Source: an optimization exercise on an open RTL-to-GDS flow (aim: small area). Production flows keep margins and buffers that such runs may drop.
The RTL was checked by simulation tests, not by an equivalence proof against the original design.
No activity file was given, so power comes from the tool's default toggle rates.

## design/flow/flow/run.sh

```bash
#!/bin/bash
# Standard layout, with the ports buffered by the smallest buffer cell.
set -euo pipefail
bash standard.sh "BUFFER_PORTS_ARGS=-buffer_cell sky130_fd_sc_hd__buf_1" finish > standard.log 2>&1
```

## design/flow/standard.sh

```bash
#!/bin/bash
# synth_recipe.tcl (not shown) runs the flow's synth.tcl, then flattens the netlist and writes it again
# the make line also repeats each setting of config.mk as NAME=value (left out here)
make -C /OpenROAD-flow-scripts/flow DESIGN_CONFIG=/design/flow/config.mk WORK_HOME=/design/flow/orfs CLKGATE_MAP_FILE= SYNTH_SCRIPT=/design/flow/synth_recipe.tcl "${@:-finish}"
```

## design/flow/config.mk

```make
export PLATFORM = sky130hd
export DESIGN_NAME = nau_ctrl
export DESIGN_NICKNAME = nau_ctrl
export VERILOG_FILES = /design/flow/design.v
export SDC_FILE = /design/flow/constraint.sdc
export NUM_CORES = 4
export LEC_CHECK = 0
export CAP_MARGIN = 20
export CORE_MARGIN = 2
export CORE_UTILIZATION = 40
export PLACE_DENSITY = 0.6
export SLEW_MARGIN = 20
```

## design/flow/constraint.sdc

```tcl
create_clock -name core_clock -period 5.0 [get_ports {clk}]
set_input_delay 1.0000 -clock core_clock [delete_from_list [all_inputs] [get_ports {clk}]]
set_output_delay 1.0000 -clock core_clock [all_outputs]
set_load 0.01 [all_outputs]
```

## design/flow/design.v

```verilog
module nau_ctrl (
    input  wire        clk,
    input  wire        rst,
    input  wire        cmd_valid,
    input  wire [15:0] cmd,
    output wire        cmd_ready,
    output wire        rsp_valid,
    output wire [2:0]  rsp_status,
    output wire [31:0] rsp_data,
    output wire        bus_req_valid,
    output wire [27:0] bus_req,
    input  wire        bus_rsp_valid,
    input  wire        bus_rsp_ok,
    input  wire [1:0]  bus_rsp_errk,
    input  wire [7:0]  bus_rsp_rb0,
    input  wire [7:0]  bus_rsp_rb1,
    input  wire [7:0]  bus_rsp_rb2,
    output wire        dly_req_valid,
    output wire [9:0]  dly_ms,
    input  wire        dly_done
);
    localparam [3:0] OP_NEW     = 4'h1, OP_RESET   = 4'h2, OP_ENABLE   = 4'h3,
                     OP_AVAIL   = 4'h4, OP_READ    = 4'h5, OP_SET_LDO  = 4'h6,
                     OP_GET_LDO = 4'h7, OP_SET_GAIN= 4'h8, OP_GET_GAIN = 4'h9,
                     OP_SET_RATE= 4'hA, OP_GET_RATE= 4'hB, OP_CAL      = 4'hC;
    localparam [4:0]
        S_IDLE = 5'd0,
        S_RR1  = 5'd1,    
        S_RR1R = 5'd2,    
        S_PWR  = 5'd3,    
        S_AVL  = 5'd4,    
        S_RD3  = 5'd5,    
        S_AVDD = 5'd6,    
        S_GL0  = 5'd7,    
        S_GAIN = 5'd8,    
        S_GG   = 5'd9,    
        S_CRS  = 5'd10,   
        S_GR   = 5'd11,   
        S_CAL  = 5'd12,   
        S_REF  = 5'd13,   
        S_D10  = 5'd14,   
        S_RR0  = 5'd15,   
        S_D1   = 5'd16,   
        S_PUR1 = 5'd17,   
        S_D600 = 5'd18,   
        S_CS   = 5'd19,   
        S_PUR2 = 5'd20,   
        S_REV  = 5'd21,   
        S_VLDO = 5'd22,   
        S_CHPS = 5'd23,   
        S_LDOM = 5'd24,   
        S_PGA  = 5'd25,   
        S_GL1  = 5'd26,   
        S_POLL = 5'd27,   
        S_CD10 = 5'd28;   
    reg [4:0]  sl;         
    reg        w;          
    reg        isnew;      
    reg [9:0]  p;          
    reg [7:0]  t;          
    reg        hvalid;     
    wire idle = (sl == S_IDLE);
    assign cmd_ready = idle;
    wire       ldo8 = p[3];
    wire [2:0] gain = isnew ? p[6:4] : p[2:0];
    wire [2:0] rate = isnew ? p[9:7] : p[2:0];
    wire       pwr  = isnew | p[0];
    wire [3:0] opc = cmd[15:12];
    function rate_ok(input [2:0] r);
        rate_ok = (r <= 3'd3) || (r == 3'd7);
    endfunction
    reg cmd_legal;
    always @* begin
        case (opc)
            OP_NEW:      cmd_legal = (cmd[11:10] == 2'b00) && (cmd[3:0] <= 4'd8) && rate_ok(cmd[9:7]);
            OP_RESET,
            OP_AVAIL,
            OP_READ,
            OP_GET_LDO,
            OP_GET_GAIN,
            OP_GET_RATE: cmd_legal = (cmd[11:0] == 12'd0);
            OP_ENABLE:   cmd_legal = (cmd[11:1] == 11'd0);
            OP_SET_LDO:  cmd_legal = (cmd[11:4] == 8'd0) && (cmd[3:0] <= 4'd8);
            OP_SET_GAIN: cmd_legal = (cmd[11:3] == 9'd0);
            OP_SET_RATE: cmd_legal = (cmd[11:3] == 9'd0) && rate_ok(cmd[2:0]);
            OP_CAL:      cmd_legal = (cmd[11:2] == 10'd0) && (cmd[1:0] != 2'd1);
            default:     cmd_legal = 1'b0;
        endcase
    end
    wire       cmd_new = (opc == OP_NEW);
    wire [4:0] entry   = (cmd_legal && (hvalid || cmd_new)) ? {1'b0, opc} : S_REF;
    wire at_d10  = (sl == S_D10),  at_d1   = (sl == S_D1),   at_d600 = (sl == S_D600),
         at_cd10 = (sl == S_CD10), at_rd3  = (sl == S_RD3),  at_rev  = (sl == S_REV),
         at_vldo = (sl == S_VLDO), at_gain = (sl == S_GAIN), at_gl1  = (sl == S_GL1),
         at_gg   = (sl == S_GG),   at_crs  = (sl == S_CRS),  at_gr   = (sl == S_GR),
         at_cal  = (sl == S_CAL),  at_poll = (sl == S_POLL), at_chps = (sl == S_CHPS),
         at_ldom = (sl == S_LDOM), at_pga  = (sl == S_PGA),  at_ref  = (sl == S_REF),
         at_rr1  = (sl == S_RR1) | (sl == S_RR1R),
         at_rr0  = (sl == S_RR0),  at_pwr  = (sl == S_PWR),  at_cs   = (sl == S_CS),
         at_avdd = (sl == S_AVDD), at_avl  = (sl == S_AVL),  at_gl0  = (sl == S_GL0),
         at_pur  = (sl == S_PUR1) | (sl == S_PUR2);
    wire is_dly = at_d10 | at_d1 | at_d600 | at_cd10;
    wire a01    = at_vldo | at_gain | at_gl1 | at_gg;
    wire a02    = at_crs | at_gr | at_cal | at_poll;
    wire [4:0] addr = {at_rd3 | at_chps | at_ldom | at_pga | at_rev,
                       at_ldom | at_pga | at_rev,
                       at_chps | at_pga | at_rev,
                       a02 | at_rd3 | at_ldom | at_rev,
                       a01 | at_chps | at_ldom | at_rev};
    reg [7:0] wdata;
    always @* begin
        wdata = t;
        if (at_rr1)  wdata = t | 8'h01;
        if (at_rr0)  wdata = (t & 8'hFE) | 8'h02;
        if (at_pwr)  wdata = pwr ? (t | 8'h06) : (t & 8'hF9);
        if (at_cs)   wdata = t | 8'h10;
        if (at_avdd) wdata = {!ldo8, t[6:0]};
        if (at_vldo) wdata = {t[7:6], p[2:0], t[2:0]};
        if (at_gain) wdata = {t[7:3], gain};
        if (at_crs)  wdata = {t[7], rate, t[3:0]};
        if (at_chps) wdata = t | 8'h30;
        if (at_ldom) wdata = t & 8'hBF;
        if (at_pga)  wdata = t | 8'h80;
        if (at_cal)  wdata = {t[7:3], 1'b1, p[1:0]};
    end
    localparam [6:0] DEV = 7'h2A;
    assign bus_req_valid = !idle && !is_dly && !at_ref;
    assign bus_req       = {!w, DEV, w, !w, 3'b000, addr, wdata & {8{w}}, at_rd3 & !w, !w};
    assign dly_req_valid = is_dly;
    assign dly_ms        = {at_d600, 2'b00, at_d600, 1'b0, at_d600, at_d600 | !at_d1, 1'b0, !at_d600 & !at_d1, at_d1};
    wire [7:0] rb       = bus_rsp_rb0;
    wire       answered = is_dly ? dly_done : bus_rsp_valid;
    wire       bus_err  = !is_dly && !bus_rsp_ok;
    reg       n_end;
    reg [4:0] n_sl;
    reg       n_w;
    always @* begin
        n_end = 1'b0;
        n_sl  = sl;
        n_w   = 1'b0;
        case (sl)
            S_RR1, S_RR1R:
                    if (!w) n_w = 1'b1; else n_sl = S_D10;
            S_D10:  n_sl = S_RR0;
            S_RR0:  if (!w) n_w = 1'b1; else n_sl = S_D1;
            S_D1:   n_sl = S_PUR1;
            S_PUR1: if (!rb[3] || !isnew) n_end = 1'b1;
                    else n_sl = S_PWR;
            S_PWR:  if (!w) n_w = 1'b1;
                    else if (!pwr) n_end = 1'b1;
                    else n_sl = S_D600;
            S_D600: n_sl = S_CS;
            S_CS:   if (!w) n_w = 1'b1; else n_sl = S_PUR2;
            S_PUR2: if (!rb[3] || !isnew) n_end = 1'b1;
                    else n_sl = S_REV;
            S_REV:  if (rb[3:0] != 4'hF) n_end = 1'b1;
                    else n_sl = S_AVDD;
            S_AVDD: if (!w) n_w = 1'b1;
                    else if (!ldo8) n_sl = S_VLDO;
                    else if (!isnew) n_end = 1'b1;
                    else n_sl = S_GAIN;
            S_VLDO: if (!w) n_w = 1'b1;
                    else if (!isnew) n_end = 1'b1;
                    else n_sl = S_GAIN;
            S_GAIN: if (!w) n_w = 1'b1;
                    else if (!isnew) n_end = 1'b1;
                    else n_sl = S_CRS;
            S_CRS:  if (!w) n_w = 1'b1;
                    else if (!isnew) n_end = 1'b1;
                    else n_sl = S_CHPS;
            S_CHPS: if (!w) n_w = 1'b1; else n_sl = S_LDOM;
            S_LDOM: if (!w) n_w = 1'b1; else n_sl = S_PGA;
            S_PGA:  if (!w) n_w = 1'b1; else n_end = 1'b1;
            S_GL0:  if (!rb[7]) n_end = 1'b1; else n_sl = S_GL1;
            S_CAL:  if (!w) n_w = 1'b1; else n_sl = S_POLL;
            S_POLL: if (!rb[2]) n_end = 1'b1; else n_sl = S_CD10;
            S_CD10: n_sl = S_POLL;
            default: n_end = 1'b1;    
        endcase
    end
    wire fin = bus_err | n_end;
    assign rsp_valid = at_ref | (!idle & answered & fin);
    wire gr_bad = rb[6] & !(rb[5] & rb[4]);     
    assign rsp_status[2] = at_ref | (!bus_err & (at_rev | (at_poll & rb[3])));
    assign rsp_status[1] = at_ref | (!bus_err & ((at_pur & !rb[3]) | (at_gr & gr_bad)));
    assign rsp_status[0] = at_ref | bus_err | at_rev | (at_gr & gr_bad);
    wire g = at_rd3 & bus_rsp_ok;
    wire [23:0] rd24 = {bus_rsp_rb0, bus_rsp_rb1, bus_rsp_rb2};
    reg  [3:0] d_lo;
    always @* begin
        d_lo = 4'd0;
        if (at_rd3)  d_lo = rd24[3:0];
        if (at_avl)  d_lo = {3'd0, rb[5]};
        if (at_gl0)  d_lo = 4'd8;
        if (at_gl1)  d_lo = {1'b0, rb[5:3]};
        if (at_gg)   d_lo = {1'b0, rb[2:0]};
        if (at_gr)   d_lo = {1'b0, rb[6:4] & {3{!gr_bad}}};
        if (at_rev)  d_lo = rb[3:0];
        if (bus_err) d_lo = {2'b00, bus_rsp_errk};
        if (at_ref)  d_lo = 4'd0;
    end
    assign rsp_data = {{8{g & rd24[23]}}, rd24[23:4] & {20{g}}, d_lo};
    always @(posedge clk) begin
        if (!w)
            t <= rb;
        if (idle) begin
            p     <= cmd[9:0];
            isnew <= cmd_new;
        end
        if (rst) begin
            sl     <= S_IDLE;
            w      <= 1'b0;
            hvalid <= 1'b0;
        end else if (idle) begin
            if (cmd_valid) begin
                sl <= entry;
                if (cmd_new && cmd_legal)
                    hvalid <= 1'b0;
            end
        end else if (at_ref) begin
            sl <= S_IDLE;
        end else if (answered) begin
            sl <= fin ? S_IDLE : n_sl;
            w  <= !fin & n_w;
            if (at_pga && w && !bus_err)
                hvalid <= 1'b1;
        end
    end
endmodule
```

==> run_results.csv, run 1 <==
group,metric,value,unit
drt,wl,8980,microns
drt,wl_per_cell,16.4,microns
power,peakVddDrop,0.000200,V
critical_path,crit_path_end_kind,"output pin",
clocking,ctsResizeCount,0,
yosys,yosys-top-cells-area,"edfxtp_1 20%, buf_4 9.0%, nor2_1 5.4%",
floorplan,num_io_pins,125,
critical_path,crit_required,4.00,ns
floorplan,core_area,6830,sq um
drt,num_vias,3175,
place,dp_hpwl,6830,microns
yosys,synth_edf_count,19,
timing,max_freq,254,MHz
power,power,1270,uW
yosys,ys_ff_latch,26,
drt,vias_per_cell,5.79,
global_routing,antenna_found_initial,0,
critical_path,arrival,2.93,ns
yosys,yosys.area.top_type,"edfxtp_1",
outcome,status,"no timing/DRC/antenna violations",
clocking,cts_setup_buffers,0,
timing,drv_slew,0,
floorplan,rows,30,
critical_path,cp_cell_sequence,"nand2_1 -> o31ai_4 -> or2_1 -> nand4_1 -> nor2_1 -> o31ai_1 -> buf_1",
timing,hold_viol_final,0,
global_routing,grt_pass1_wl,13900,microns
clocking,cts_buffers,3,
power,powerDensity,405,nW/um^2
yosys,ys_seq_area_share,25.1,%
yosys,synth.distinct_cells,62,
floorplan,die_w,88.1,microns
floorplan,die_h,88.1,microns
global_routing,grt_pass1_vias,2712,
clocking,htree_num_levels,1,
timing,hold_ws,0.602,ns
timing,post-route-period-util,78.7,%
critical_path,cp-start-kind,"register",
drt,drtAntennaViolNets,0,
global_routing,grt_usage,22.7,%
global_routing,grt_max_degree,35,
drt,firstDrtPassIters,5,
critical_path,crit_path_max_fanout,33,
run,maxCapViolations,0,
clocking,clockRootBuffer,"clkbuf_8",
power,p_leak,0.00111,uW
timing,setup_tns,0,ns
clocking,cts.sinks,26,
floorplan,initial_core_util,41.4,%
yosys,synthCells,379,
timing,finalSetupViolations,0,
hold_path,hold_class,"reg -> reg",
power,p_comb_share,55.3,%
finish,final_nets,501,
timing,fin_crit,3.93,ns
critical_path,cpPeakStageDelay,1.05,ns
yosys,avgSynthCellArea,7.46,sq um
power,p_clk_share,12.4,%
yosys,yosys.area.top_type_share,20.2,%
timing,rsz0062_at_grt,"no",
yosys,postSynth.asyncResetShare,0,%
clocking,tritoncts,"yes",
clocking,clockBufferDepth,2,
global_routing,grt_overflow_total,0,
drt,drc_errors,0,
power,p_sw_share,49.7,%
finish,drive_above_1_share,4.87,%
clocking,clk_pin_slew,0.10,ns
critical_path,cp_slowest_cell,"dfxtp_1",
timing,relSlewSlack,27.4,%
clocking,cts_hold_buf,0,
power,seqPwrFrac,32.4,%
drt,drt_iter0_drc,311,
yosys,synth_ff_type,"edfxtp_1",
place,io_buffer_count,110,
finish,synthToLayoutAreaGrowth,11.3,%
yosys,syn_area,2830,sq um
floorplan,dieArea,7750,sq um
place,place.gp.congestion,0.912,
timing,skew,0.00421,ns
timing,worst_pin_slew,1.09,ns
finish,num_antenna_cells,0,
power,p_int,641,uW
critical_path,critPathKind,"reg -> out",
power,switchingPower,634,uW
yosys,yosys_warnings,1,
clocking,clk_latency,0.27,ns
==> per-layer routing <==
metal  share of wire (%)  up-vias  GRT usage [%]
met5                   0        -              0
met4                 2.1        0           5.92
met3                 7.3       16           3.30
met2                  46      162           36.2
met1                  45     1479           32.3
li1                    -     1518              -
==> worst max-delay path, delay by kind of cell, from the launching register on <==
kind	cells	cell delay [ns]
buf+inv	1	0.16
flops	1	1.05
compound gates	2	0.49
simple gates	4	0.97
==> area by class of cell <==
class	count	area [sq um]
Multi-Input combinational cell	298	1770
Sequential cell	26	711
Tap cell	96	120
Fill cell	723	3680
Clock buffer	4	66.3
Timing Repair Buffer	115	450
Inverter	9	33.8
==> synth_stat cells (all sizes together), types with 2 or more instances <==
cell type	count
o31a	2
a311oi	4
mux2	3
nand4	2
clkbuf	13
and3	23
nor2	45
o21bai	2
nand2	29
mux2i	4
nor3	18
or3b	2
a211o	3
a221oi	4
o21ai	24
o211ai	4
dfxtp	7
o22ai	7
nand4b	2
nand2b	11
a31oi	5
a21oi	15
edfxtp	19
a211oi	5
xnor2	4
o31ai	8
nor2b	7
inv	9
buf	45
o2bb2ai	2
a22o	2
or4	3
o311a	2
conb	2
o32ai	3
a21boi	2
nand3	15
or4b	2
nor4	3
==> cells in the final DEF, fill, tap and decap left out, drive strengths merged, types with 5 or more instances in the layout <==
master    n
buf     115
nor2     45
nand2    29
o21ai    24
and3     23
edfxtp   19
nor3     18
a21oi    15
nand3    15
conb     14
nand2b   11
inv       9
o31ai     8
nor2b     7
o22ai     7
dfxtp     7
a211oi    5
a31oi     5
==> power groups by stage <==
| stage | registers [uW] | clock network (uW) | logic [uW] |
|---|---|---|---|
| floorplan | 336 | 0 | 608 |
| global placement | 412 | 0 | 690 |
| detailed placement | 412 | 0 | 694 |
| CTS | 407 | 161 | 697 |
| global route | 421 | 175 | 781 |
| finish | 413 | 158 | 705 |
==> sequential cells by signal, indices dropped and copies added (netlist names) <==
signal and cells:
t 8, p 10, isnew 1, hvalid 1, w 1, sl 5
==> path summary, 6_finish.rpt <==
path | slack (ns) | endpoint | startpoint | cells past startpoint
worst max-delay path | 1.07 | rsp_valid | sl[3] | 7
worst min register to register | 0.60 | sl[1] | hvalid | 2
worst max register to register | 1.97 | sl[2] | sl[3] | 7
worst min-delay path | 0.60 | sl[1] | hvalid | 2
==> cells by family after synthesis <==
logic type	count (synthesis)	share of synthesized area (%)
flip-flops	26	25.1
AND/OR/NAND/NOR	167	30.4
AO/OA/AOI/OAI	106	26.4
buffers and inverters	67	14.0
other	2	0.266
multiplexers	7	2.61
XOR/XNOR	4	1.24
==> metrics by stage <==
stage | setup slack (ns) | cells | utilization, % | area [sq um]
5_1_grt | 0.814 | 548 | 46.1 | 3150
3_3_place_gp | 1.56 | 544 | 45.1 | 3080
3_5_place_dp | 1.45 | 544 | 45.1 | 3080
2_1_floorplan | 2.02 | 391 | - | 2870
4_1_cts | 1.13 | 548 | 46.1 | 3150
6_report | 1.07 | 548 | 46.1 | 3150
==> run 2, diff against run 1 <==
==> design/flow/run.sh (new file) <==
#!/bin/bash
# synth_recipe.tcl (not shown) runs the flow's synth.tcl, then flattens the netlist and writes it again
# the make line also repeats each setting of config.mk as NAME=value (left out here)
make -C /OpenROAD-flow-scripts/flow DESIGN_CONFIG=/design/flow/config.mk WORK_HOME=/design/flow/orfs CLKGATE_MAP_FILE= SYNTH_SCRIPT=/design/flow/synth_recipe.tcl finish
removed: design/flow/flow/run.sh
removed: design/flow/standard.sh
==> run_results.csv, run 2 <==
group,metric,value,unit
timing,finalSetupViolations,0,
timing,post-route-period-util,83.6,%
finish,drive_above_1_share,6.52,%
outcome,status,"no timing/DRC/antenna violations",
global_routing,grt_pass1_vias,2875,
yosys,yosys_warnings,1,
critical_path,crit_required,4.00,ns
clocking,clockRootBuffer,"clkbuf_8",
finish,largestRegisters,"p x10, t x8, sl x5",
clocking,tritoncts,"yes",
critical_path,crit_path_end_kind,"output pin",
critical_path,worstReg2RegStart,"sl[2]",
timing,setup_tns,0,ns
timing,rsz0062_at_grt,"no",
timing,skew,0.00695,ns
finish,synthToLayoutAreaGrowth,37.4,%
finish,num_antenna_cells,0,
critical_path,crit_path_max_fanout,18,
run,maxCapViolations,0,
critical_path,cpLargestDelayFamily,"buffers and inverters",
floorplan,num_io_pins,125,
floorplan,initial_core_util,41.4,%
critical_path,r2r_slack,2.07,ns
critical_path,cp_slowest_cell,"dfxtp_1",
critical_path,cp-start-kind,"register",
yosys,yosys-top-cells-area,"edfxtp_1 20%, buf_4 9.0%, nor2_1 5.4%",
floorplan,core_area,6830,sq um
timing,worst_slack,0.820,ns
drt,drtAntennaViolNets,0,
timing,drv_slew,0,
clocking,ctsResizeCount,0,
power,p_leak,0.00142,uW
finish,largest_register_ffs,10,
finish,layout_common_cells,"110 x clkdlybuf4s50_1, 41 x nor2_1, 29 x nand2_1",
yosys,synth_edf_count,19,
drt,wl_per_cell,17.8,microns
clocking,htree_num_levels,1,
power,switchingPower,651,uW
global_routing,grt_pass1_wl,15300,microns
timing,relSlewSlack,46.7,%
yosys,syn_area,2830,sq um
clocking,cts.sinks,26,
critical_path,rr_worst_depth,7,
clocking,clk_latency,0.28,ns
drt,vias_per_cell,5.79,
floorplan,rows,30,
global_routing,antenna_found_initial,0,
floorplan,die_h,88.1,microns
place,place.gp.congestion,1.01,
power,p_sw_share,47.6,%
yosys,synth_ff_type,"edfxtp_1",
power,peakVddDrop,0.000206,V
timing,worst_pin_slew,0.799,ns
place,dp_hpwl,7610,microns
clocking,cts_hold_buf,0,
critical_path,critPathKind,"reg -> out",
yosys,synth.distinct_cells,62,
global_routing,grt_usage,25.3,%
yosys,yosys.area.top_type_share,20.2,%
floorplan,dieArea,7750,sq um
hold_path,hold_end,"sl[1]",
yosys,avgSynthCellArea,7.46,sq um
hold_path,hold_class,"reg -> reg",
drt,num_vias,3220,
yosys,synth_common_cells,"41 x nor2_1, 34 x buf_4, 29 x nand2_1",
timing,fin_crit,4.18,ns
power,p_int,718,uW
place,pre_cts_ws,0.886,ns
power,p_clk_share,10.3,%
yosys,postSynth.asyncResetShare,0,%
power,powerDensity,353,nW/um^2
drt,drt_iter0_drc,280,
power,p_comb_share,59.2,%
finish,final_nets,509,
place,io_buffer_count,110,
yosys,ys_ff_latch,26,
finish,final.fill_count,653,
floorplan,die_w,88.1,microns
critical_path,rr_endpoint,"sl[1]",
hold_path,holdPathStages,2,
power,seqPwrFrac,30.5,%
yosys,ys_seq_area_share,25.1,%
drt,firstDrtPassIters,5,
clocking,clk_pin_slew,0.10,ns
critical_path,cpPeakStageDelay,0.82,ns
yosys,synth_most_common_cell,"nor2_1",
global_routing,grt_overflow_total,0,
clocking,clockBufferDepth,2,
clocking,cts_buffers,3,
timing,hold_viol_final,0,
clocking,cts_setup_buffers,0,
finish,regMostFlops,"p",
global_routing,grt_max_degree,29,
timing,max_freq,239,MHz
critical_path,arrival,3.18,ns
yosys,yosys.area.top_type,"edfxtp_1",
critical_path,path_buf_inv,2,
yosys,synthCells,379,
hold_path,hold_start,"hvalid",
drt,wl,9900,microns
critical_path,cp_cell_sequence,"buf_4 -> nand2b_1 -> o22ai_1 -> a211oi_1 -> nand4_1 -> nor2_1 -> o31ai_1 -> clkdlybuf4s50_1",
finish,final_common_cell,"clkdlybuf4s50_1",
drt,drc_errors,0,
## run 2: tightest hold or removal path: stages, from the launching register on
cell	delay, ns
dfxtp_1	0.35
nand4b_1	0.13
a311oi_1	0.10
## run 2: layer usage
metal  global-route usage (%)  routed length (microns)
met2                     41.1                     4580
met5                        0                        0
met3                     2.36                      557
met1                     35.8                     4480
met4                     7.71                      272
## run 2: worst max path at each step
stage | start | to | slack (ns) | depth (start not counted)
finish | sl[1] | rsp_valid | 0.82 | 8
global placement | bus_rsp_rb0[0] | rsp_valid | 0.91 | 8
CTS | sl[1] | rsp_valid | 0.86 | 8
detailed placement | bus_rsp_rb0[0] | rsp_valid | 0.89 | 8
global route | sl[1] | rsp_valid | 0.63 | 8
floorplan | bus_rsp_rb0[3] | rsp_valid | 2.02 | 5
## run 2: power by group through the flow
stage,clock [uW],sequential [uW],combinational (uW)
after floorplan,0,336,608
after detailed placement,0,418,796
final,142,417,811
after global placement,0,420,799
after global routing,152,427,885
after CTS,145,413,801
## run 2: final cells by class
cell class,count,area [sq um],share of cell area [%]
timing repair buffer,123,1200,30.9
clock buffer,4,55.1,1.42
tap,96,120,3.09
inverter,9,33.8,0.870
sequential,26,711,18.3
multi-input combinational,298,1770,45.5
## run 2: logic make-up after synthesis
kind of cell | share of synthesized area [%]
AOI/OAI and AO/OA | 26.4
xor gates and xnor gates | 1.24
buffers and inverters | 14.0
DFF | 25.1
muxes | 2.61
other | 0.266
and+or+nand+nor | 30.4
## run 2: stage by stage
step | instance area (sq um) | util, % | cells | hold WS, ns | power [uW]
floorplan | 2870 | - | 391 | 0.518 | 943
global placement | 3830 | 56.0 | 552 | 0.600 | 1220
detailed placement | 3830 | 56.0 | 552 | 0.600 | 1210
CTS | 3880 | 56.8 | 556 | 0.620 | 1360
global route | 3880 | 56.8 | 556 | 0.646 | 1460
finish | 3880 | 56.8 | 556 | 0.623 | 1370
==> run 3, diff against run 2 <==
--- a/design/flow/config.mk
+++ b/design/flow/config.mk
@@ -5,8 +5,10 @@
 export SDC_FILE = /design/flow/constraint.sdc
 export NUM_CORES = 4
 export LEC_CHECK = 0
+export ABC_AREA = 1
 export CAP_MARGIN = 20
 export CORE_MARGIN = 2
-export CORE_UTILIZATION = 40
+export CORE_UTILIZATION = 60
+export CTS_BUF_LIST = sky130_fd_sc_hd__clkbuf_8
 export PLACE_DENSITY = 0.6
 export SLEW_MARGIN = 20
==> run_results.csv, run 3 <==
group,metric,value,unit
yosys,ys_seq_area_share,23.3,%
timing,rsz0062_at_grt,"no",
floorplan,initial_core_util,63.3,%
drt,drc_errors,0,
critical_path,crit_path_max_fanout,21,
clocking,ctsResizeCount,0,
power,p_leak,0.00202,uW
floorplan,die_h,75.3,microns
finish,final_nets,618,
power,peakVddDrop,0.000427,V
finish,largest_register_ffs,10,
finish,drive_above_1_share,11.2,%
finish,synthToLayoutAreaGrowth,33.3,%
global_routing,antenna_found_initial,0,
hold_path,hold_class,"reg -> reg",
clocking,clk_pin_slew,0.10,ns
critical_path,crit_path_end_kind,"output pin",
timing,skew,0.00474,ns
timing,max_freq,226,MHz
drt,drt_iter0_drc,536,
yosys,synthCells,480,
critical_path,critPathKind,"reg -> out",
clocking,clockBufferDepth,2,
finish,regMostFlops,"p",
timing,hold_viol_final,0,
timing,setup_tns,0,ns
yosys,ys_ff_latch,26,
drt,num_vias,3625,
finish,num_antenna_cells,0,
critical_path,cp_slowest_cell,"dfxtp_1",
timing,worst_pin_slew,1.07,ns
yosys,postSynth.asyncResetShare,0,%
floorplan,num_io_pins,125,
global_routing,grt_usage,35.3,%
yosys,synth_ff_type,"edfxtp_1",
timing,finalSetupViolations,0,
critical_path,cpPeakStageDelay,1.05,ns
yosys,yosys.area.top_type,"edfxtp_1",
critical_path,path_buf_inv,2,
global_routing,grt_max_degree,22,
drt,wl,10300,microns
timing,relSlewSlack,28.3,%
timing,post-route-period-util,88.5,%
critical_path,crit_required,4.00,ns
drt,wl_per_cell,16.2,microns
floorplan,rows,25,
global_routing,grt_pass1_wl,15200,microns
critical_path,cpMostUsedCell,"nand2_1",
place,io_buffer_count,110,
drt,drtAntennaViolNets,0,
finish,fin_cells,636,
power,power,1650,uW
clocking,clk_latency,0.28,ns
run,maxCapViolations,0,
yosys,avgSynthCellArea,6.35,sq um
critical_path,cpLargestDelayFamily,"simple AND/OR/NAND/NOR gates",
timing,fin_crit,4.43,ns
finish,largestRegisters,"p x10, t x8, sl x5",
finish,final.fill_count,347,
place,dp_hpwl,8240,microns
clocking,tritoncts,"yes",
clocking,cts_buffers,3,
outcome,status,"no timing/DRC/antenna violations",
yosys,yosys-top-cells-area,"edfxtp_1 19%, nand2_1 13%, nor2_1 9.2%",
finish,final_common_cell,"clkdlybuf4s50_1",
timing,drv_slew,0,
floorplan,dieArea,5670,sq um
clocking,htree_num_levels,1,
drt,vias_per_cell,5.70,
clocking,cts_hold_buf,0,
yosys,yosys.area.top_type_share,18.7,%
critical_path,cp-start-kind,"register",
power,powerDensity,407,nW/um^2
floorplan,core_area,4820,sq um
place,dp.cells,632,
yosys,synth_most_common_cell,"nand2_1",
yosys,synth_common_cells,"105 x nand2_1, 75 x nor2_1, 66 x inv_1",
global_routing,grt_pass1_vias,3283,
place,place.gp.congestion,1.10,
drt,firstDrtPassIters,6,
yosys,yosys_warnings,1,
critical_path,cp_cell_sequence,"inv_4 -> nand2_1 -> nand2_2 -> nor2_4 -> nand2_2 -> nor2_2 -> nand2_2 -> nand2_1 -> nand2_1 -> nand2_1 -> clkdlybuf4s50_1",
yosys,syn_area,3050,sq um
clocking,cts.sinks,26,
floorplan,die_w,75.3,microns
yosys,synth_edf_count,19,
yosys,synth.distinct_cells,39,
clocking,clockRootBuffer,"clkbuf_8",
global_routing,grt_overflow_total,0,
finish,layout_common_cells,"110 x clkdlybuf4s50_1, 105 x nand2_1, 75 x nor2_1",
clocking,cts_setup_buffers,0,
critical_path,arrival,3.43,ns
-- run 3: cell count changes after synthesis, moves of 9 or more --
cell and delta:
nand2b_1 -11, inv_1 +57, nand2_1 +76, nor2_1 +34, clkbuf_1 -11, nand4_1 +10, nor2_4 +9, nor2_2 +9
and3_1 -23, nand2_2 +10, nand3_1 +17, nor3_1 -9
-- run 3: cell families (layout without fill, tap and decap cells) --
logic type / Yosys count / count (layout) / synth area share (%)
buffers and inverters: 109 / 186 / 18.5
and+or+nand+nor: 287 / 287 / 47.0
other: 2 / 14 / 0.246
AOI/OAI and AO/OA: 56 / 56 / 11.0
DFF: 26 / 26 / 23.3
-- run 3: layout make-up --
| type | instances | area (sq um) | area share (%) |
|---|---|---|---|
| timing repair buffer | 110 | 1100 | 27.1 |
| tap | 67 | 83.8 | 2.06 |
| clock inverter | 1 | 30.0 | 0.739 |
| multi-input combinational | 357 | 1820 | 44.8 |
| clock buffer | 3 | 41.3 | 1.02 |
| inverter | 72 | 275 | 6.78 |
| sequential | 26 | 711 | 17.5 |
-- run 3: path summary, 6_finish.rpt --
kind / from / end / slack [ns] / cells after the start
worst max-delay path: sl[4] / rsp_valid / 0.57 / 11
worst min-delay path: hvalid / hvalid / 0.50 / 2
worst min register to register: hvalid / hvalid / 0.50 / 2
worst max register to register: sl[4] / sl[3] / 2.18 / 11
-- run 3: tightest hold or removal path: cells and delay by family (launching register included) --
kind             cells  cell delay, ns
AND/OR/NAND/NOR      1            0.07
flip-flops           1            0.34
AO/OA/AOI/OAI        1            0.06
-- run 3: metal layers --
layer	routed length (microns)	global-route usage [%]	vias up
li1	-	-	1676
met1	3840	44.0	1647
met2	5160	63.3	255
met3	972	5.35	47
met4	332	9.75	0
met5	0	0	-
-- run 3: per-stage QoR --
stage	setup WS (ns)	util (%)	instance area, sq um	hold slack, ns
6_report	0.575	84.3	4060	0.501
5_1_grt	0.492	84.3	4060	0.521
4_1_cts	0.688	84.3	4060	0.503
3_5_place_dp	0.977	82.8	3990	0.489
3_3_place_gp	1.08	82.8	3990	0.475
2_1_floorplan	2.11	-	3090	0.429
-- run 3: report_power, final --
group / total, uW / internal (uW) / leakage [uW] / switching [uW]
combinational: 1050 / 394 / 0.00174 / 661
clock: 184 / 107 / 0.0000357 / 76.8
sequential: 413 / 323 / 0.000245 / 90.2
==> run 4, diff against run 3 <==
==> design/flow/flow/run.sh (new file) <==
#!/bin/bash
# Standard layout (standard.sh), except that:
#  - synthesis maps the logic with an area-oriented ABC script (flow/synth.tcl,
#    flow/area.abc); the flip-flops are mapped before ABC, as in the standard synthesis;
#  - the ports are buffered by the smallest buffer cell;
#  - the clock tree is built from one clock buffer type, without dummy loads;
#  - constant outputs share tie cells;
#  - synthesis buffers are removed at floorplan, placement is not timing-driven,
#    and the core is 60% full.
# make's output is in standard.log, and ORFS's own logs under orfs/logs.
set -euo pipefail
export FLOW_WORK=$PWD
export FLOW_ABC_SCRIPT=$PWD/flow/area.abc
sed "s#SYNTH_SCRIPT=[^ ]*#SYNTH_SCRIPT=$PWD/flow/synth.tcl#" standard.sh > flow_standard.sh
grep -q "SYNTH_SCRIPT=$PWD/flow/synth.tcl" flow_standard.sh
bash flow_standard.sh \
  "BUFFER_PORTS_ARGS=-buffer_cell sky130_fd_sc_hd__buf_1" \
  "CTS_ARGS=-repair_clock_nets -dont_use_dummy_load -buf_list sky130_fd_sc_hd__clkbuf_8" \
  SKIP_REPAIR_TIE_FANOUT=1 REMOVE_ABC_BUFFERS=1 GPL_TIMING_DRIVEN=0 CORE_UTILIZATION=60 \
  finish > standard.log 2>&1
==> design/flow/flow/area.abc (new file) <==
strash
dc2
strash
&get -n
&dch -f
&nf -a -R 1000
&put
strash
&get -n
&dch -f
&nf -a -R 1000
&put
==> design/flow/flow/synth.tcl (new file) <==
# The standard synthesis (synth_recipe.tcl), with ABC mapping the logic by
# the area-oriented script flow/area.abc instead of ORFS's speed script. The
# flip-flops are mapped before ABC runs, so they are the standard synthesis's.
proc abc {args} {
  set a {}
  set skip 0
  foreach x $args {
    if {$skip} { set skip 0; continue }
    if {$x eq "-script" || $x eq "-D"} { set skip 1; continue }
    lappend a $x
  }
  yosys abc -script $::env(FLOW_ABC_SCRIPT) {*}$a
}
source $::env(FLOW_WORK)/synth_recipe.tcl
==> design/flow/standard.sh (new file) <==
#!/bin/bash
# synth_recipe.tcl (not shown) runs the flow's synth.tcl, then flattens the netlist and writes it again
# the make line also repeats each setting of config.mk as NAME=value (left out here)
make -C /OpenROAD-flow-scripts/flow DESIGN_CONFIG=/design/flow/config.mk WORK_HOME=/design/flow/orfs CLKGATE_MAP_FILE= SYNTH_SCRIPT=/design/flow/synth_recipe.tcl "${@:-finish}"
==> design/flow/config.mk (replaced) <==
export PLATFORM = sky130hd
export DESIGN_NAME = nau_ctrl
export DESIGN_NICKNAME = nau_ctrl
export VERILOG_FILES = /design/flow/design.v
export SDC_FILE = /design/flow/constraint.sdc
export NUM_CORES = 4
export LEC_CHECK = 0
export CAP_MARGIN = 20
export CORE_MARGIN = 2
export CORE_UTILIZATION = 40
export PLACE_DENSITY = 0.6
export SLEW_MARGIN = 20
removed: design/flow/run.sh
==> run_results.csv, run 4 <==
group,metric,value,unit
finish,largest_register_ffs,10,
yosys,yosys.area.top_type,"edfxtp_1",
place,place.gp.congestion,0.973,
finish,final.fill_count,341,
clocking,clockRootBuffer,"clkbuf_8",
clocking,cts_setup_buffers,0,
yosys,synth_edf_count,19,
yosys,synthCells,322,
critical_path,crit_path_end_kind,"output pin",
finish,final_common_cell,"buf_1",
place,placed_area,2640,sq um
critical_path,cp-start-kind,"register",
timing,fin_crit,4.07,ns
finish,num_antenna_cells,0,
yosys,yosys_warnings,1,
global_routing,grt_pass1_wl,11600,microns
timing,rsz0062_at_grt,"no",
finish,layout_common_cells,"110 x buf_1, 44 x nor2_1, 39 x nand2_1",
drt,num_vias,2885,
finish,utilization,71.7,%
timing,drv_slew,0,
outcome,status,"no timing/DRC/antenna violations",
drt,drt_iter0_drc,342,
floorplan,rows,22,
drt,vias_per_cell,6.35,
floorplan,dieArea,4490,sq um
clocking,cts_buffers,3,
critical_path,crit_path_max_fanout,27,
floorplan,core_area,3740,sq um
clocking,tritoncts,"yes",
clocking,cts.sinks,26,
drt,wl,7580,microns
power,p_clk_share,11.0,%
yosys,yosys.area.top_type_share,24.0,%
power,p_comb_share,52.1,%
timing,hold_viol_final,0,
hold_path,hold_class,"reg -> reg",
finish,design_area,2680,sq um
drt,drtAntennaViolNets,0,
global_routing,grt_pass1_vias,2371,
power,power,1090,uW
critical_path,crit_required,4.00,ns
global_routing,grt_overflow_total,0,
global_routing,grt_max_degree,28,
power,p_sw_share,48.5,%
drt,wl_per_cell,16.7,microns
clocking,cts_hold_buf,0,
place,dp_hpwl,5800,microns
finish,drive_above_1_share,1.23,%
power,switchingPower,530,uW
clocking,htree_num_levels,1,
run,maxCapViolations,0,
yosys,ys_seq_area_share,29.9,%
finish,synthToLayoutAreaGrowth,12.8,%
drt,drc_errors,0,
drt,firstDrtPassIters,5,
floorplan,die_h,67.0,microns
timing,relSlewSlack,41.5,%
timing,max_freq,246,MHz
power,peakVddDrop,0.000338,V
critical_path,critPathKind,"reg -> out",
yosys,avgSynthCellArea,7.39,sq um
floorplan,num_io_pins,125,
critical_path,arrival,3.07,ns
timing,finalSetupViolations,0,
power,p_int,563,uW
clocking,clk_latency,0.27,ns
yosys,syn_area,2380,sq um
clocking,ctsResizeCount,0,
timing,skew,0.00922,ns
floorplan,initial_core_util,63.6,%
yosys,synth.distinct_cells,37,
global_routing,antenna_found_initial,0,
place,io_buffer_count,110,
yosys,synth_most_common_cell,"nor2_1",
clocking,clk_pin_slew,0.09,ns
yosys,postSynth.asyncResetShare,0,%
global_routing,grt_usage,34.0,%
power,powerDensity,407,nW/um^2
power,seqPwrFrac,36.8,%
yosys,ys_ff_latch,26,
finish,final_nets,456,
yosys,synth_ff_type,"edfxtp_1",
yosys,synth_common_cells,"45 x nor2_1, 39 x nand2_1, 29 x buf_4",
finish,regArea,711,sq um
finish,regMostFlops,"p",
clocking,clockBufferDepth,2,
timing,worst_pin_slew,0.877,ns
yosys,yosys-top-cells-area,"edfxtp_1 24%, buf_4 9.1%, nor2_1 7.1%",
power,p_leak,0.00102,uW
finish,multi_input_area,1440,sq um
finish,largestRegisters,"p x10, t x8, sl x5",
timing,setup_tns,0,ns
floorplan,die_w,67.0,microns
timing,post-route-period-util,81.4,%
-- run 4: cell count changes in the layout (fill, tap and decap cells not counted), moves of 12 or more --
cell,delta
buf_1,+110
clkdlybuf4s50_1,-110
nand2_1,-66
and3_1,+23
conb_1,-12
nand3_1,-16
inv_1,-66
nor2_2,-12
nor2_1,-31
-- run 4: final cells by class --
type | count | area share [%]
sequential | 26 | 26.5
multi-input combinational | 261 | 53.5
clock buffer | 3 | 1.54
tap | 48 | 2.24
inverter | 6 | 0.839
timing repair buffer | 110 | 15.4
-- run 4: logic make-up after synthesis --
family / share of synthesized area, %
AOI/OAI and AO/OA: 21.1
buffers and inverters: 10.1
DFF: 29.9
muxes: 3.94
other: 0.316
and+or+nand+nor: 34.6
-- run 4: power groups by stage --
stage | clock network [uW] | logic [uW] | registers, uW
5_1_grt | 127 | 630 | 412
4_1_cts | 122 | 554 | 399
2_1_floorplan | 0 | 391 | 374
3_5_place_dp | 0 | 549 | 404
3_3_place_gp | 0 | 540 | 401
6_report | 121 | 569 | 402
-- run 4: critical path, cell delays in order (launching register included) --
cell	delay, ns
dfxtp_1	0.90
nand2_1	0.25
or2_0	0.31
nand3_1	0.26
or2_0	0.33
nand4_1	0.34
nand3_1	0.19
nand2_1	0.07
buf_1	0.13
-- run 4: final timing paths --
check | slack [ns] | cells after the start | startpoint | endpoint
min reg2reg | 0.50 | 2 | hvalid | hvalid
min | 0.50 | 2 | hvalid | hvalid
max reg2reg | 1.50 | 10 | sl[4] | sl[2]
max | 0.93 | 8 | sl[4] | rsp_valid
-- run 4: per-stage QoR --
step                      hold WS [ns]  worst slack [ns]  cells
after floorplan                  0.452              1.68    293
after global placement           0.474              1.32    451
after detailed placement         0.471              1.22    451
after CTS                        0.494             0.896    454
after global routing             0.540             0.634    454
final                            0.497             0.930    454
-- run 4: metal layers --
metal,share of wire (%),up-vias,wire [microns],track usage (%)
met5,0,-,0,0
met4,1.8,0,136,10.5
met3,10,17,774,3.04
met2,48,204,3650,55.3
met1,40,1304,3030,47.8
li1,-,1360,-,-
==> run 5, diff against run 4 <==
--- a/design/flow/flow/run.sh
+++ b/design/flow/flow/run.sh
@@ -15,6 +15,6 @@
 grep -q "SYNTH_SCRIPT=$PWD/flow/synth.tcl" flow_standard.sh
 bash flow_standard.sh \
   "BUFFER_PORTS_ARGS=-buffer_cell sky130_fd_sc_hd__buf_1" \
-  "CTS_ARGS=-repair_clock_nets -dont_use_dummy_load -buf_list sky130_fd_sc_hd__clkbuf_8" \
+  "CTS_ARGS=-sink_clustering_enable -repair_clock_nets -dont_use_dummy_load -buf_list sky130_fd_sc_hd__clkbuf_8" \
   SKIP_REPAIR_TIE_FANOUT=1 REMOVE_ABC_BUFFERS=1 GPL_TIMING_DRIVEN=0 CORE_UTILIZATION=60 \
   finish > standard.log 2>&1
==> run_results.csv, run 5 <==
group,metric,value,unit
finish,largest_register_ffs,10,
drt,drtAntennaViolNets,0,
global_routing,grt_pass1_wl,11600,microns
floorplan,core_area,3740,sq um
global_routing,grt_pass1_vias,2371,
clocking,cts_buffers,3,
yosys,syn_area,2380,sq um
finish,design_area,2680,sq um
yosys,avgSynthCellArea,7.39,sq um
timing,worst_pin_slew,0.877,ns
yosys,ys_seq_area_share,29.9,%
timing,drv_slew,0,
yosys,synth_edf_count,19,
finish,largestRegisters,"p x10, t x8, sl x5",
power,power,1090,uW
timing,max_freq,246,MHz
critical_path,path_buf_inv,1,
timing,post-route-period-util,81.4,%
drt,wl_per_cell,16.7,microns
finish,final_common_cell,"buf_1",
clocking,cts_hold_buf,0,
timing,fin_crit,4.07,ns
critical_path,crit_path_max_fanout,27,
timing,hold_viol_final,0,
critical_path,cp-start-kind,"register",
finish,regMostFlops,"p",
place,dp_hpwl,5800,microns
floorplan,num_io_pins,125,
yosys,yosys-top-cells-area,"edfxtp_1 24%, buf_4 9.1%, nor2_1 7.1%",
yosys,yosys.area.top_type,"edfxtp_1",
timing,setup_tns,0,ns
drt,drc_errors,0,
yosys,synth_ff_type,"edfxtp_1",
global_routing,grt_usage,34.0,%
yosys,postSynth.asyncResetShare,0,%
floorplan,die_w,67.0,microns
yosys,ys_ff_latch,26,
global_routing,antenna_found_initial,0,
critical_path,cp_cell_sequence,"nand2_1 -> or2_0 -> nand3_1 -> or2_0 -> nand4_1 -> nand3_1 -> nand2_1 -> buf_1",
drt,drt_iter0_drc,342,
outcome,status,"no timing/DRC/antenna violations",
yosys,synth_most_common_cell,"nor2_1",
place,pre_cts_ws,1.22,ns
power,peakVddDrop,0.000338,V
global_routing,grt_overflow_total,0,
finish,layout_common_cells,"110 x buf_1, 44 x nor2_1, 39 x nand2_1",
finish,drive_above_1_share,1.23,%
floorplan,rows,22,
critical_path,crit_path_end_kind,"output pin",
clocking,clockRootBuffer,"clkbuf_8",
drt,vias_per_cell,6.35,
clocking,cts_setup_buffers,0,
power,p_leak,0.00102,uW
critical_path,crit_required,4.00,ns
clocking,clockBufferDepth,2,
finish,num_antenna_cells,0,
finish,regArea,711,sq um
drt,num_vias,2885,
yosys,yosys_warnings,1,
timing,finalSetupViolations,0,
yosys,synth.distinct_cells,37,
clocking,tritoncts,"yes",
clocking,clk_pin_slew,0.09,ns
global_routing,grt_max_degree,28,
clocking,clk_latency,0.27,ns
critical_path,cp_slowest_cell,"dfxtp_1",
timing,relSlewSlack,41.5,%
clocking,htree_num_levels,1,
finish,final_nets,456,
place,place.gp.congestion,0.973,
critical_path,critPathKind,"reg -> out",
timing,rsz0062_at_grt,"no",
timing,worst_slack,0.930,ns
place,placed_area,2640,sq um
floorplan,dieArea,4490,sq um
floorplan,die_h,67.0,microns
yosys,synth_common_cells,"45 x nor2_1, 39 x nand2_1, 29 x buf_4",
clocking,cts.sinks,26,
drt,firstDrtPassIters,5,
yosys,synthCells,322,
place,io_buffer_count,110,
hold_path,hold_class,"reg -> reg",
finish,synthToLayoutAreaGrowth,12.8,%
critical_path,cpLargestDelayFamily,"simple AND/OR/NAND/NOR gates",
finish,final.fill_count,341,
critical_path,cpPeakStageDelay,0.90,ns
finish,multi_input_area,1440,sq um
run,maxCapViolations,0,
drt,wl,7580,microns
floorplan,initial_core_util,63.6,%
critical_path,arrival,3.07,ns
power,powerDensity,407,nW/um^2
yosys,yosys.area.top_type_share,24.0,%
clocking,ctsResizeCount,0,
timing,skew,0.00922,ns
run 5: where the power goes:
part	internal [uW]	switching (uW)
sequential	318	84.8
combinational	191	378
clock	54.1	66.5
run 5: final cells by class:
cell class,instances,share of cell area [%]
clock buffers,3,1.54
inverters,6,0.839
multi-input cells,261,53.5
flip-flops and latches,26,26.5
well taps,48,2.24
repair buffers,110,15.4
run 5: path summary, 6_finish.rpt:
path / from / end / slack, ns / depth (start not counted)
max: sl[4] / rsp_valid / 0.93 / 8
min: hvalid / hvalid / 0.50 / 2
max reg2reg: sl[4] / sl[2] / 1.50 / 10
min reg2reg: hvalid / hvalid / 0.50 / 2
run 5: cell families after synthesis:
kind of cell	Yosys count	share of synthesized area, %
AO/OA/AOI/OAI	79	21.1
multiplexers	9	3.94
buffers and inverters	35	10.1
other	2	0.316
flip-flops	26	29.9
AND/OR/NAND/NOR	171	34.6
run 5: per-stage QoR:
step | hold WS [ns] | utilization (%) | instances
after floorplan | 0.452 | - | 293
after global placement | 0.474 | 70.4 | 451
after detailed placement | 0.471 | 70.4 | 451
after CTS | 0.494 | 71.5 | 454
after global routing | 0.540 | 71.7 | 454
final | 0.497 | 71.7 | 454
run 5: routing by layer:
layer	global-route usage [%]	share of wire [%]	vias up	routed length, microns
met4	10.5	1.8	0	136
met5	0	0	-	0
li1	-	-	1360	-
met2	55.3	48	204	3650
met3	3.04	10	17	774
met1	47.8	40	1304	3030
run 5: tightest hold or removal path: stages (launching register included):
cell and delay, ns:
dfxtp_1 0.34, a21oi_1 0.04, nor2_1 0.09
==> run 6, diff against run 5 <==
--- a/design/flow/flow/run.sh
+++ b/design/flow/flow/run.sh
@@ -15,6 +15,6 @@
 grep -q "SYNTH_SCRIPT=$PWD/flow/synth.tcl" flow_standard.sh
 bash flow_standard.sh \
   "BUFFER_PORTS_ARGS=-buffer_cell sky130_fd_sc_hd__buf_1" \
-  "CTS_ARGS=-sink_clustering_enable -repair_clock_nets -dont_use_dummy_load -buf_list sky130_fd_sc_hd__clkbuf_8" \
+  "CTS_ARGS=-repair_clock_nets -dont_use_dummy_load -buf_list sky130_fd_sc_hd__clkbuf_16" \
   SKIP_REPAIR_TIE_FANOUT=1 REMOVE_ABC_BUFFERS=1 GPL_TIMING_DRIVEN=0 CORE_UTILIZATION=60 \
   finish > standard.log 2>&1
==> run_results.csv, run 6 <==
group,metric,value,unit
outcome,status,"no timing/DRC/antenna violations",
finish,regMostFlops,"p",
global_routing,grt_pass1_wl,11600,microns
finish,regArea,711,sq um
finish,multi_input_area,1440,sq um
yosys,synth_ff_type,"edfxtp_1",
timing,fin_crit,4.08,ns
timing,hold_viol_final,0,
critical_path,crit_required,4.00,ns
global_routing,grt_usage,34.0,%
critical_path,critPathKind,"reg -> out",
yosys,yosys_warnings,1,
drt,wl,7600,microns
critical_path,worstReg2RegStart,"sl[4]",
floorplan,die_w,67.0,microns
clocking,cts_hold_buf,0,
yosys,synthCells,322,
hold_path,hold_class,"reg -> reg",
floorplan,die_h,67.0,microns
yosys,synth_edf_count,19,
drt,firstDrtPassIters,5,
yosys,syn_area,2380,sq um
critical_path,crit_path_max_fanout,27,
clocking,htree_num_levels,1,
place,place.gp.congestion,0.973,
place,io_buffer_count,110,
finish,final.fill_count,342,
floorplan,rows,22,
floorplan,core_area,3740,sq um
power,seqPwrFrac,35.1,%
timing,finalSetupViolations,0,
clocking,clockBufferDepth,2,
timing,drv_slew,0,
yosys,ys_seq_area_share,29.9,%
timing,worst_slack,0.921,ns
global_routing,antenna_found_initial,0,
yosys,synth_common_cells,"45 x nor2_1, 39 x nand2_1, 29 x buf_4",
global_routing,grt_overflow_total,0,
yosys,yosys-top-cells-area,"edfxtp_1 24%, buf_4 9.1%, nor2_1 7.1%",
critical_path,cp-startpoint,"sl[4]",
yosys,avgSynthCellArea,7.39,sq um
yosys,yosys.area.top_type,"edfxtp_1",
clocking,ctsResizeCount,0,
drt,drtAntennaViolNets,0,
power,powerDensity,423,nW/um^2
finish,largest_register_ffs,10,
floorplan,dieArea,4490,sq um
clocking,clk_latency,0.26,ns
finish,final_nets,456,
clocking,cts_buffers,3,
critical_path,cp-start-kind,"register",
clocking,tritoncts,"yes",
floorplan,num_io_pins,125,
timing,max_freq,245,MHz
finish,drive_above_1_share,1.23,%
critical_path,arrival,3.08,ns
run,maxCapViolations,0,
power,p_comb_share,49.5,%
drt,vias_per_cell,6.31,
timing,rsz0062_at_grt,"no",
clocking,cts.sinks,26,
finish,synthToLayoutAreaGrowth,14.2,%
clocking,cts_setup_buffers,0,
power,p_leak,0.00104,uW
timing,worst_pin_slew,0.883,ns
power,p_int,615,uW
yosys,postSynth.asyncResetShare,0,%
timing,skew,0.00739,ns
drt,wl_per_cell,16.7,microns
finish,fin_cells,454,
finish,final_common_cell,"buf_1",
yosys,synth_most_common_cell,"nor2_1",
drt,drt_iter0_drc,295,
timing,post-route-period-util,81.6,%
hold_path,hold_start,"hvalid",
critical_path,crit_path_end_kind,"output pin",
global_routing,grt_pass1_vias,2374,
clocking,clockRootBuffer,"clkbuf_16",
yosys,synth.distinct_cells,37,
power,switchingPower,533,uW
place,pre_cts_ws,1.22,ns
drt,drc_errors,0,
floorplan,initial_core_util,63.6,%
power,peakVddDrop,0.000365,V
timing,relSlewSlack,41.1,%
power,p_clk_share,15.4,%
finish,num_antenna_cells,0,
clocking,clk_pin_slew,0.07,ns
finish,layout_common_cells,"110 x buf_1, 44 x nor2_1, 39 x nand2_1",
global_routing,grt_max_degree,28,
drt,num_vias,2864,
timing,setup_tns,0,ns
finish,largestRegisters,"p x10, t x8, sl x5",
power,p_sw_share,46.4,%
yosys,yosys.area.top_type_share,24.0,%
yosys,ys_ff_latch,26,
place,dp_hpwl,5800,microns
place,dp.cells,451,
## run 6: cell counts after synthesis
No cell type changed its count.
## run 6: final cells by class
class | instances | area share, %
multi-input combinational | 261 | 52.9
sequential | 26 | 26.2
timing repair buffer | 110 | 15.2
clock buffer | 3 | 2.76
tap | 48 | 2.21
inverter | 6 | 0.829
## run 6: metal layers
metal	routed length (microns)	GRT usage, %	vias up	part of all wire, %
li1	-	-	1360	-
met1	3060	47.5	1286	40
met2	3630	55.8	199	48
met3	782	3.55	19	10
met4	125	9.69	0	1.6
met5	0	0	-	0
## run 6: through the flow
step                hold WS [ns]  total power (uW)  util, %  instance area (sq um)
floorplan                  0.452               764        -                   2160
global placement           0.474               941     70.4                   2640
detailed placement         0.471               953     70.4                   2640
CTS                        0.487              1130     72.4                   2710
global route               0.532              1230     72.6                   2720
finish                     0.490              1150     72.6                   2720
## run 6: path summary, 6_finish.rpt
path | to | slack (ns) | depth (start not counted)
max | rsp_valid | 0.92 | 8
min | hvalid | 0.49 | 2
max reg2reg | sl[4] | 1.49 | 10
min reg2reg | hvalid | 0.49 | 2
## run 6: worst max-delay path: stages, from the launching register on
cell and delay [ns]:
dfxtp_1 0.90, nand2_1 0.25, or2_0 0.32, nand3_1 0.26, or2_0 0.34, nand4_1 0.36
nand3_1 0.19, nand2_1 0.06, buf_1 0.13
## run 6: cell families (layout without fill, tap and decap cells)
logic type             count (synthesis)  count (layout)  share of synthesized area (%)
buffers and inverters                 35             119                           10.1
AO/OA/AOI/OAI                         79              79                           21.1
AND/OR/NAND/NOR                      171             171                           34.6
flip-flops                            26              26                           29.9
other                                  2               2                          0.316
multiplexers                           9               9                           3.94
## run 6: power groups by stage
stage	sequential, uW	clock, uW	combinational, uW
3_5_place_dp	404	0	549
5_1_grt	413	184	630
4_1_cts	399	179	554
6_report	403	177	569
3_3_place_gp	401	0	540
2_1_floorplan	374	0	391
==> run 7, diff against run 6 <==
--- a/design/flow/flow/run.sh
+++ b/design/flow/flow/run.sh
@@ -15,6 +15,6 @@
 grep -q "SYNTH_SCRIPT=$PWD/flow/synth.tcl" flow_standard.sh
 bash flow_standard.sh \
   "BUFFER_PORTS_ARGS=-buffer_cell sky130_fd_sc_hd__buf_1" \
-  "CTS_ARGS=-repair_clock_nets -dont_use_dummy_load -buf_list sky130_fd_sc_hd__clkbuf_16" \
+  "CTS_ARGS=-sink_clustering_enable -sink_clustering_size 50 -sink_clustering_max_diameter 500 -repair_clock_nets -dont_use_dummy_load -buf_list sky130_fd_sc_hd__clkbuf_8" \
   SKIP_REPAIR_TIE_FANOUT=1 REMOVE_ABC_BUFFERS=1 GPL_TIMING_DRIVEN=0 CORE_UTILIZATION=60 \
   finish > standard.log 2>&1
==> run_results.csv, run 7 <==
group,metric,value,unit
clocking,tritoncts,"yes",
yosys,ys_ff_latch,26,
timing,hold_ws,0.497,ns
finish,regMostFlops,"p",
power,peakVddDrop,0.000338,V
floorplan,num_io_pins,125,
power,p_leak,0.00102,uW
clocking,cts_setup_buffers,0,
critical_path,crit_path_end_kind,"output pin",
floorplan,die_h,67.0,microns
yosys,yosys-top-cells-area,"edfxtp_1 24%, buf_4 9.1%, nor2_1 7.1%",
clocking,clk_latency,0.27,ns
timing,finalSetupViolations,0,
drt,firstDrtPassIters,5,
finish,largest_register_ffs,10,
yosys,postSynth.asyncResetShare,0,%
timing,worst_slack,0.930,ns
critical_path,cp_cell_sequence,"nand2_1 -> or2_0 -> nand3_1 -> or2_0 -> nand4_1 -> nand3_1 -> nand2_1 -> buf_1",
yosys,avgSynthCellArea,7.39,sq um
critical_path,cpLargestDelayFamily,"simple AND/OR/NAND/NOR gates",
timing,worst_pin_slew,0.877,ns
power,powerDensity,407,nW/um^2
run,maxCapViolations,0,
critical_path,cpPeakStageDelay,0.90,ns
yosys,synth_edf_count,19,
global_routing,grt_pass1_wl,11600,microns
clocking,cts.sinks,26,
drt,wl,7580,microns
drt,vias_per_cell,6.35,
finish,final_common_cell,"buf_1",
place,place.gp.congestion,0.973,
clocking,clk_pin_slew,0.09,ns
place,pre_cts_ws,1.22,ns
floorplan,dieArea,4490,sq um
global_routing,antenna_found_initial,0,
timing,post-route-period-util,81.4,%
global_routing,grt_overflow_total,0,
floorplan,rows,22,
clocking,clockBufferDepth,2,
clocking,cts_hold_buf,0,
global_routing,grt_pass1_vias,2371,
floorplan,core_area,3740,sq um
hold_path,hold_class,"reg -> reg",
finish,final_nets,456,
finish,layout_common_cells,"110 x buf_1, 44 x nor2_1, 39 x nand2_1",
yosys,synthCells,322,
critical_path,path_buf_inv,1,
finish,num_antenna_cells,0,
global_routing,grt_max_degree,28,
drt,drt_iter0_drc,342,
clocking,cts_buffers,3,
outcome,status,"no timing/DRC/antenna violations",
yosys,synth.distinct_cells,37,
drt,drtAntennaViolNets,0,
timing,max_freq,246,MHz
timing,setup_tns,0,ns
yosys,synth_common_cells,"45 x nor2_1, 39 x nand2_1, 29 x buf_4",
yosys,synth_most_common_cell,"nor2_1",
drt,drc_errors,0,
timing,hold_viol_final,0,
yosys,yosys.area.top_type,"edfxtp_1",
place,io_buffer_count,110,
yosys,yosys.area.top_type_share,24.0,%
finish,drive_above_1_share,1.23,%
critical_path,cp_slowest_cell,"dfxtp_1",
yosys,yosys_warnings,1,
critical_path,critPathKind,"reg -> out",
floorplan,die_w,67.0,microns
critical_path,arrival,3.07,ns
yosys,synth_ff_type,"edfxtp_1",
critical_path,crit_path_max_fanout,27,
global_routing,grt_usage,34.0,%
clocking,htree_num_levels,1,
timing,drv_slew,0,
timing,rsz0062_at_grt,"no",
floorplan,initial_core_util,63.6,%
critical_path,crit_required,4.00,ns
timing,relSlewSlack,41.5,%
yosys,syn_area,2380,sq um
clocking,clockRootBuffer,"clkbuf_8",
timing,skew,0.00922,ns
finish,synthToLayoutAreaGrowth,12.8,%
clocking,ctsResizeCount,0,
drt,wl_per_cell,16.7,microns
place,dp_hpwl,5800,microns
drt,num_vias,2885,
timing,fin_crit,4.07,ns
critical_path,cp-start-kind,"register",
finish,largestRegisters,"p x10, t x8, sl x5",
yosys,ys_seq_area_share,29.9,%
[run 7: cell counts after synthesis]
Identical to the previous run, type by type.
[run 7: layout make-up]
type | count | area [sq um]
well taps | 48 | 60.1
fillers | 341 | 1060
repair buffers | 110 | 413
multi-input cells | 261 | 1440
clock buffers | 3 | 41.3
inverters | 6 | 22.5
flip-flops and latches | 26 | 711
[run 7: final timing paths]
path / startpoint / to / slack, ns / depth (start not counted)
worst max register to register: sl[4] / sl[2] / 1.50 / 10
worst min register to register: hvalid / hvalid / 0.50 / 2
worst max-delay path: sl[4] / rsp_valid / 0.93 / 8
worst min-delay path: hvalid / hvalid / 0.50 / 2
[run 7: stage by stage]
step | power (uW) | cells | util [%] | instance area (sq um)
6_report | 1090 | 454 | 71.7 | 2680
5_1_grt | 1170 | 454 | 71.7 | 2680
4_1_cts | 1070 | 454 | 71.5 | 2680
3_5_place_dp | 953 | 451 | 70.4 | 2640
3_3_place_gp | 941 | 451 | 70.4 | 2640
2_1_floorplan | 764 | 293 | - | 2160
[run 7: power breakdown]
group	switching, uW	total [uW]	internal [uW]
logic	378	569	191
registers	84.8	402	318
clock network	66.5	121	54.1
total	530	1090	563
[run 7: worst register-to-register path: cells and delay by family, from the launching register on]
kind | cells | cell delay, ns
AO/OA/AOI/OAI | 2 | 0.81
AND/OR/NAND/NOR | 8 | 1.69
flip-flops | 1 | 0.90
[run 7: cells by family (layout without fill, tap and decap cells)]
family                 after synthesis  in the layout  synth area share [%]
DFF                                 26             26                  29.9
muxes                                9              9                  3.94
buffers and inverters               35            119                  10.1
other                                2              2                 0.316
and+or+nand+nor                    171            171                  34.6
AOI/OAI and AO/OA                   79             79                  21.1
[run 7: routing by layer]
| metal | wire [microns] | global-route usage (%) |
|---|---|---|
| met1 | 3030 | 47.8 |
| met4 | 136 | 10.5 |
| met5 | 0 | 0 |
| met3 | 774 | 3.04 |
| met2 | 3650 | 55.3 |
==> run 8, diff against run 7 <==
==> design/flow/flow/run.sh (replaced) <==
#!/bin/bash
# Standard layout (standard.sh), except that:
#  - synthesis maps the logic with an area-oriented ABC script (flow/synth.tcl,
#    flow/area.abc); the flip-flops are mapped before ABC, as in the standard synthesis;
#  - the ports are buffered by the smallest buffer cell.
# Each tool's output is in standard.log (make's), and ORFS's own logs under orfs/logs.
set -euo pipefail
export FLOW_WORK=$PWD
export FLOW_ABC_SCRIPT=$PWD/flow/area.abc
sed "s#SYNTH_SCRIPT=[^ ]*#SYNTH_SCRIPT=$PWD/flow/synth.tcl#" standard.sh > flow_standard.sh
grep -q "SYNTH_SCRIPT=$PWD/flow/synth.tcl" flow_standard.sh
bash flow_standard.sh "BUFFER_PORTS_ARGS=-buffer_cell sky130_fd_sc_hd__buf_1" finish > standard.log 2>&1
==> design/flow/flow/area.abc (replaced) <==
strash
dc2
strash
dch -f
map -a
strash
dch -f
map -a
topo
dnsize
==> run_results.csv, run 8 <==
group,metric,value,unit
power,p_comb_share,54.1,%
drt,firstDrtPassIters,5,
clocking,cts.sinks,26,
finish,drive_above_1_share,2.07,%
power,peakVddDrop,0.000369,V
clocking,tritoncts,"yes",
yosys,synth_ff_type,"edfxtp_1",
drt,drc_errors,0,
critical_path,cp_cell_sequence,"clkinv_1 -> nor3_1 -> clkinv_1 -> nor2_1 -> clkinv_1 -> nand3_1 -> nor2_1 -> nor4_1 -> nand3_1 -> a41oi_1 -> o31ai_1 -> buf_1",
clocking,clk_pin_slew,0.09,ns
power,switchingPower,580,uW
critical_path,arrival,3.10,ns
run,maxCapViolations,0,
timing,fin_crit,4.10,ns
critical_path,rr_endpoint,"sl[1]",
finish,num_antenna_cells,0,
drt,drt_iter0_drc,167,
finish,final_common_cell,"buf_1",
floorplan,rows,28,
finish,design_area,2870,sq um
clocking,clockBufferDepth,2,
hold_path,hold_end,"hvalid",
finish,fin_cells,559,
finish,layout_common_cells,"110 x buf_1, 88 x nor2_1, 73 x clkinv_1",
yosys,yosys-top-cells-area,"edfxtp_1 24%, nor2_1 14%, clkinv_1 11%",
place,dp.cells,555,
floorplan,core_area,5890,sq um
power,seqPwrFrac,31.5,%
yosys,syn_area,2430,sq um
finish,final_nets,533,
clocking,htree_num_levels,1,
power,p_int,624,uW
hold_path,hold_start,"hvalid",
floorplan,dieArea,6700,sq um
critical_path,worstReg2RegStart,"sl[2]",
global_routing,grt_pass1_wl,12500,microns
timing,worst_slack,0.903,ns
yosys,avgSynthCellArea,6.35,sq um
critical_path,crit_path_end_kind,"output pin",
power,p_leak,0.00105,uW
place,place.gp.congestion,0.962,
drt,num_vias,2951,
timing,post-route-period-util,81.9,%
clocking,cts_setup_buffers,0,
drt,vias_per_cell,5.28,
critical_path,cpPeakStageDelay,0.52,ns
place,placed_area,2800,sq um
place,pre_cts_ws,1.25,ns
drt,drtAntennaViolNets,0,
place,io_buffer_count,110,
power,powerDensity,420,nW/um^2
finish,synthToLayoutAreaGrowth,18.3,%
floorplan,initial_core_util,41.2,%
drt,wl_per_cell,14.8,microns
timing,max_freq,244,MHz
yosys,yosys_warnings,1,
critical_path,rr_worst_depth,14,
clocking,ctsResizeCount,0,
critical_path,cp-start-kind,"register",
yosys,synth_common_cells,"88 x nor2_1, 73 x clkinv_1, 41 x nand2_1",
finish,largest_register_ffs,10,
yosys,postSynth.asyncResetShare,0,%
clocking,cts_buffers,3,
power,p_clk_share,14.4,%
timing,setup_tns,0,ns
timing,skew,0.00300,ns
critical_path,worst-path-stages,12,
critical_path,critPathKind,"reg -> out",
global_routing,grt_usage,24.7,%
global_routing,grt_pass1_vias,2469,
critical_path,r2r_slack,1.63,ns
timing,hold_viol_final,0,
timing,finalSetupViolations,0,
yosys,ys_ff_latch,26,
floorplan,die_h,81.9,microns
critical_path,path_buf_inv,4,
clocking,cts_hold_buf,0,
clocking,clk_latency,0.27,ns
finish,regMostFlops,"p",
critical_path,cpLargestDelayFamily,"simple AND/OR/NAND/NOR gates",
timing,drv_slew,0,
global_routing,antenna_found_initial,0,
global_routing,grt_max_degree,20,
timing,relSlewSlack,57.0,%
yosys,synth_most_common_cell,"nor2_1",
critical_path,cp_slowest_cell,"a41oi_1",
timing,rsz0062_at_grt,"no",
yosys,synth_edf_count,19,
global_routing,grt_overflow_total,0,
yosys,synth.distinct_cells,31,
critical_path,crit_required,4.00,ns
yosys,synthCells,382,
floorplan,num_io_pins,125,
critical_path,cpMostUsedCell,"clkinv_1",
clocking,clockRootBuffer,"clkbuf_8",
yosys,ys_seq_area_share,29.3,%
power,p_sw_share,48.2,%
yosys,yosys.area.top_type_share,23.5,%
drt,wl,8260,microns
place,dp_hpwl,6830,microns
finish,largestRegisters,"p x10, t x8, sl x5",
yosys,yosys.area.top_type,"edfxtp_1",
hold_path,holdPathStages,2,
outcome,status,"no timing/DRC/antenna violations",
floorplan,die_w,81.9,microns
timing,worst_pin_slew,0.636,ns
critical_path,crit_path_max_fanout,7,
hold_path,hold_class,"reg -> reg",
## run 8: worst max-delay path by stage
stage	endpoint	slack, ns	start
finish	rsp_valid	0.90	sl[2]
global route	rsp_valid	0.62	sl[2]
CTS	rsp_valid	0.96	sl[2]
detailed placement	rsp_valid	1.25	sl[2]
global placement	rsp_valid	1.35	sl[2]
floorplan	rsp_valid	1.45	sl[4]
## run 8: layout make-up
| class | count | area, sq um |
|---|---|---|
| multi-input cells | 266 | 1270 |
| flip-flops and latches | 26 | 711 |
| repair buffers | 115 | 450 |
| well taps | 75 | 93.8 |
| inverters | 73 | 274 |
| clock inverters | 1 | 30.0 |
| clock buffers | 3 | 41.3 |
| fillers | 623 | 3020 |
## run 8: cells by family after synthesis
group                  count (synthesis)  synth area share [%]
DFF                                   26                  29.3
and+or+nand+nor                      164                  27.8
other                                  2                 0.310
AOI/OAI and AO/OA                     88                  22.3
buffers and inverters                102                  20.3
## run 8: power groups by stage
stage	Sequential [uW]	Clock [uW]	Combinational, uW
after global placement	384	0	657
after detailed placement	383	0	641
after floorplan	364	0	450
final	379	173	652
after CTS	379	176	643
after global routing	388	183	733
## run 8: metrics by stage
step	power [uW]	hold WS, ns	utilization (%)
global placement	1040	0.542	47.5
floorplan	814	0.486	-
finish	1200	0.560	48.7
CTS	1200	0.560	48.7
global route	1300	0.582	48.7
detailed placement	1020	0.551	47.5
## run 8: routing by layer
layer  up-vias  part of all wire, %  global-route usage, %
li1       1453                    -                      -
met1      1357                   44                   35.3
met2       133                   48                   39.0
met3         8                  7.3                   3.30
met4         0                  1.4                   6.67
met5         -                    0                      0
## run 8: worst register-to-register path: stages, from the launching register on
cell	delay (ns)
dfxtp_1	0.39
clkinv_1	0.12
nor3_1	0.26
clkinv_1	0.16
nor2_1	0.16
clkinv_1	0.13
nand3_1	0.24
nor2_1	0.17
nor4_1	0.29
nand3_1	0.10
a41oi_1	0.52
nand3_1	0.24
o221a_2	0.26
o21ai_0	0.17
a31oi_1	0.06

Re-timed with assumed drivers on the ports (clkbuf_16 on the clock, buf_2 on other inputs), run 8 has 0.873 ns of setup slack against 0.903 ns with ideal ports, and 1.173 ns once port delays also move by the mid clock arrival of 0.300 ns.
